What follows belongs to an exercise in optimizing a design on an open flow for small area, a short achievable clock period and few clock cycles; a production flow would make more cautious choices. Only simulation tests tie the RTL to the original design; equivalence was not proved. Power figures rest on the tool's default switching activity, not on a simulated workload.

## job 299
Design mee_arith, start of the top module:
module mee_arith (
    input  wire        clk,
    input  wire        rst,         
    input  wire        cmd_valid,   
    input  wire [31:0] cmd_word,
    input  wire [31:0] op_a,        
    input  wire [31:0] op_b,        
    input  wire [31:0] op_n,        
    input  wire        ovr_clr,     
    output reg         busy,
    output reg         done,
    output reg         ok,
    output wire [3:0]  err,
    output reg         cmdovr,
    output reg  [31:0] res,
    output wire [63:0] s,
    output wire [63:0] t
);
    reg  [31:0] s_lo, t_lo;
    reg  [1:0]  err_r;
    assign s   = {{32{s_lo[31]}}, s_lo};
    assign t   = {{32{t_lo[31]}}, t_lo};
    assign err = {2'b00, err_r};
    localparam ST_DEC  = 3'd0;
    localparam ST_SWAP = 3'd1;
    localparam ST_EU   = 3'd2;
    localparam ST_NORM = 3'd3;    
    localparam ST_MM   = 3'd4;    
    localparam ST_CONV = 3'd5;    
    localparam ST_UNSC = 3'd6;    
    localparam ST_FIX  = 3'd7;    
    localparam K_RED = 2'd0;      
    localparam K_SQ  = 2'd1;      
    localparam K_MUL = 2'd2;      
    reg [2:0]  state;
    reg        c_ill, c_rsv;
    reg [1:0]  c_op;        
    reg [31:0] ra, rb, rn;
    reg [32:0] u0, v0;
    reg [34:0] u1, v1;
    reg [4:0]  cnt;
    reg        phase;       
    reg [1:0]  kind;
    reg [5:0]  ebits;       
    reg [4:0]  zc;          
    reg [3:0]  steps;       
    reg        th0m1;       
    reg        th2ge4;      
    reg        th2ge5;      
    reg  [2:0] qr;          
    wire [32:0] dr, du, dv;
    wire [33:0] d2;
  ...
make LEC_CHECK=0 CAP_MARGIN=20 CORE_MARGIN=2 CORE_UTILIZATION=40 PLACE_DENSITY=0.5 SETUP_SLACK_MARGIN=5 SLEW_MARGIN=20 finish   # period 13.0 ns
run.sh (not shown) runs the stock make flow with config.mk's settings and CLKGATE_MAP_FILE= SYNTH_SCRIPT=/design/flow/synth_recipe.tcl, a recipe that flattens the netlist after the stock synthesis.
Testbench counts of job 299, summed over its fixed seeds: cycles 296,685.
Setup changes, job 299 to job 2724
Settings: SETUP_SLACK_MARGIN removed (was 5).
==> flow/flow/run.sh (new file) <==
#!/bin/bash
# The standard layout (the standard.sh: standard synthesis, floorplan,
# placement, CTS, routing, finish) with the design's SDC and clock period,
# but with timing repair asked to leave 7.5 ns of setup slack, so that it keeps
# sizing and buffering paths until they are at most 5.5 ns long. make's
# full output goes to standard.log; each tool's own log is under orfs/logs.
set -euo pipefail
bash standard.sh SETUP_SLACK_MARGIN=7.5 finish > standard.log 2>&1
==> flow/standard.sh (new file) <==
#!/bin/bash
# synth_recipe.tcl (not shown) runs the flow's synth.tcl, then flattens the netlist and writes it again
# the make line also repeats each setting of config.mk as NAME=value (left out here)
make -C /OpenROAD-flow-scripts/flow DESIGN_CONFIG=/design/flow/config.mk WORK_HOME=/design/flow/orfs CLKGATE_MAP_FILE= SYNTH_SCRIPT=/design/flow/synth_recipe.tcl "${@:-finish}"
removed: flow/run.sh
### Flow results
From job 299 to job 2724 the numbers moved as follows: pre-CTS worst setup slack moved up, number of global-route vias before repair shows an increase of 793. Sort job 299 and job 2724 by signed area change from the synthesized netlist to the final layout desc -> top: job 2724. Routed wire length deteriorates in job 2724 relative to job 299. Sequential share of layout area, job 299 and job 2724: lower on job 2724. The core of job 2724 is more densely filled than that of job 299. In job 2724 the register-to-register setup slack turned out 1.40 ns higher than in job 299. Going from job 299 to job 2724, the routed length on met3 was found to have gone up by 99 um.
Input changes introduced in job 8645 (baseline for comparison: job 2724):
==> flow/flow/run.sh <==
#!/bin/bash
# The standard layout (the standard.sh: standard synthesis, floorplan,
# placement, CTS, routing, finish) with the design's SDC and clock period,
# but with timing repair asked to leave 8 ns of setup slack, so that it keeps
# sizing and buffering paths until they are at most 5 ns long. make's
# full output goes to standard.log; each tool's own log is under orfs/logs.
set -euo pipefail
bash standard.sh SETUP_SLACK_MARGIN=8 finish > standard.log 2>&1
## What came out
- Looking at cell type of the slowest stage on the worst timing path, the sky130_fd_sc_hd__mux2i_1 result is from job 2724; the sky130_fd_sc_hd__fa_2 one comes from job 8645.
- Switching power of the nets: job 8645 worse than job 2724
- Compared with job 2724, in job 8645 longest individual stage delay on the worst path dropped 0.20 ns; smallest setup slack after layout climbed 0.082 ns; proportion of layout cells with a drive suffix above 1 climbed 2.8 points; global-route usage climbed 0.55 points.
- Taking job 2724 as the reference point, the number of global-route vias before repair of job 8645 rises by 1.4%.
- Fraction of area in multi-input gates delta for job 8645 relative to job 2724: 0.81 points lower
- The number of buffers inserted during clock tree synthesis of job 8645 exceeds that of job 2724 by about 4%.
- The cell area reported for job 8645 is greater than that of job 2724 by 3.4%.
Changes in job 8900 relative to job 8645:
Settings: SLEW_MARGIN now 10, was 20; CAP_MARGIN now 10, was 20.
Findings:
- Delta (job 8900 minus job 8645): share of cells above drive strength 1 about even; routed wire length about even; leakage power about even.
- Job 8900 | stages: all done | timing, DRC, antenna: all pass

## port drivers added, routing unchanged
No port has a modelled driver above. Below, the same layouts with a new extraction and two added sets of constraints.
Step 1 sets driving cells, clkbuf_16 on the clock port and buf_2 on the other inputs (assumed; they add their load-dependent delay and slew).
Step 2 times the ports against the registers' clock, not the clock port: input delays grow and output delays shrink by t, the midpoint of the rising clock arrivals with the driver on.
Three values: ideal ports, drivers, drivers and shift; two values: the first two.
run	shift t [ns]	slack for setup (ns)	clock arrival spread, ns
job 299	0.738	5.957 / 5.957 / 5.957	0.027 / 0.027
job 2724	0.742	7.359 / 7.359 / 7.359	0.042 / 0.042
job 8645	0.738	7.441 / 7.441 / 7.441	0.055 / 0.055
job 8900	0.736	7.439 / 7.439 / 7.439	0.053 / 0.053
After both steps setup and hold are still met in every run listed.
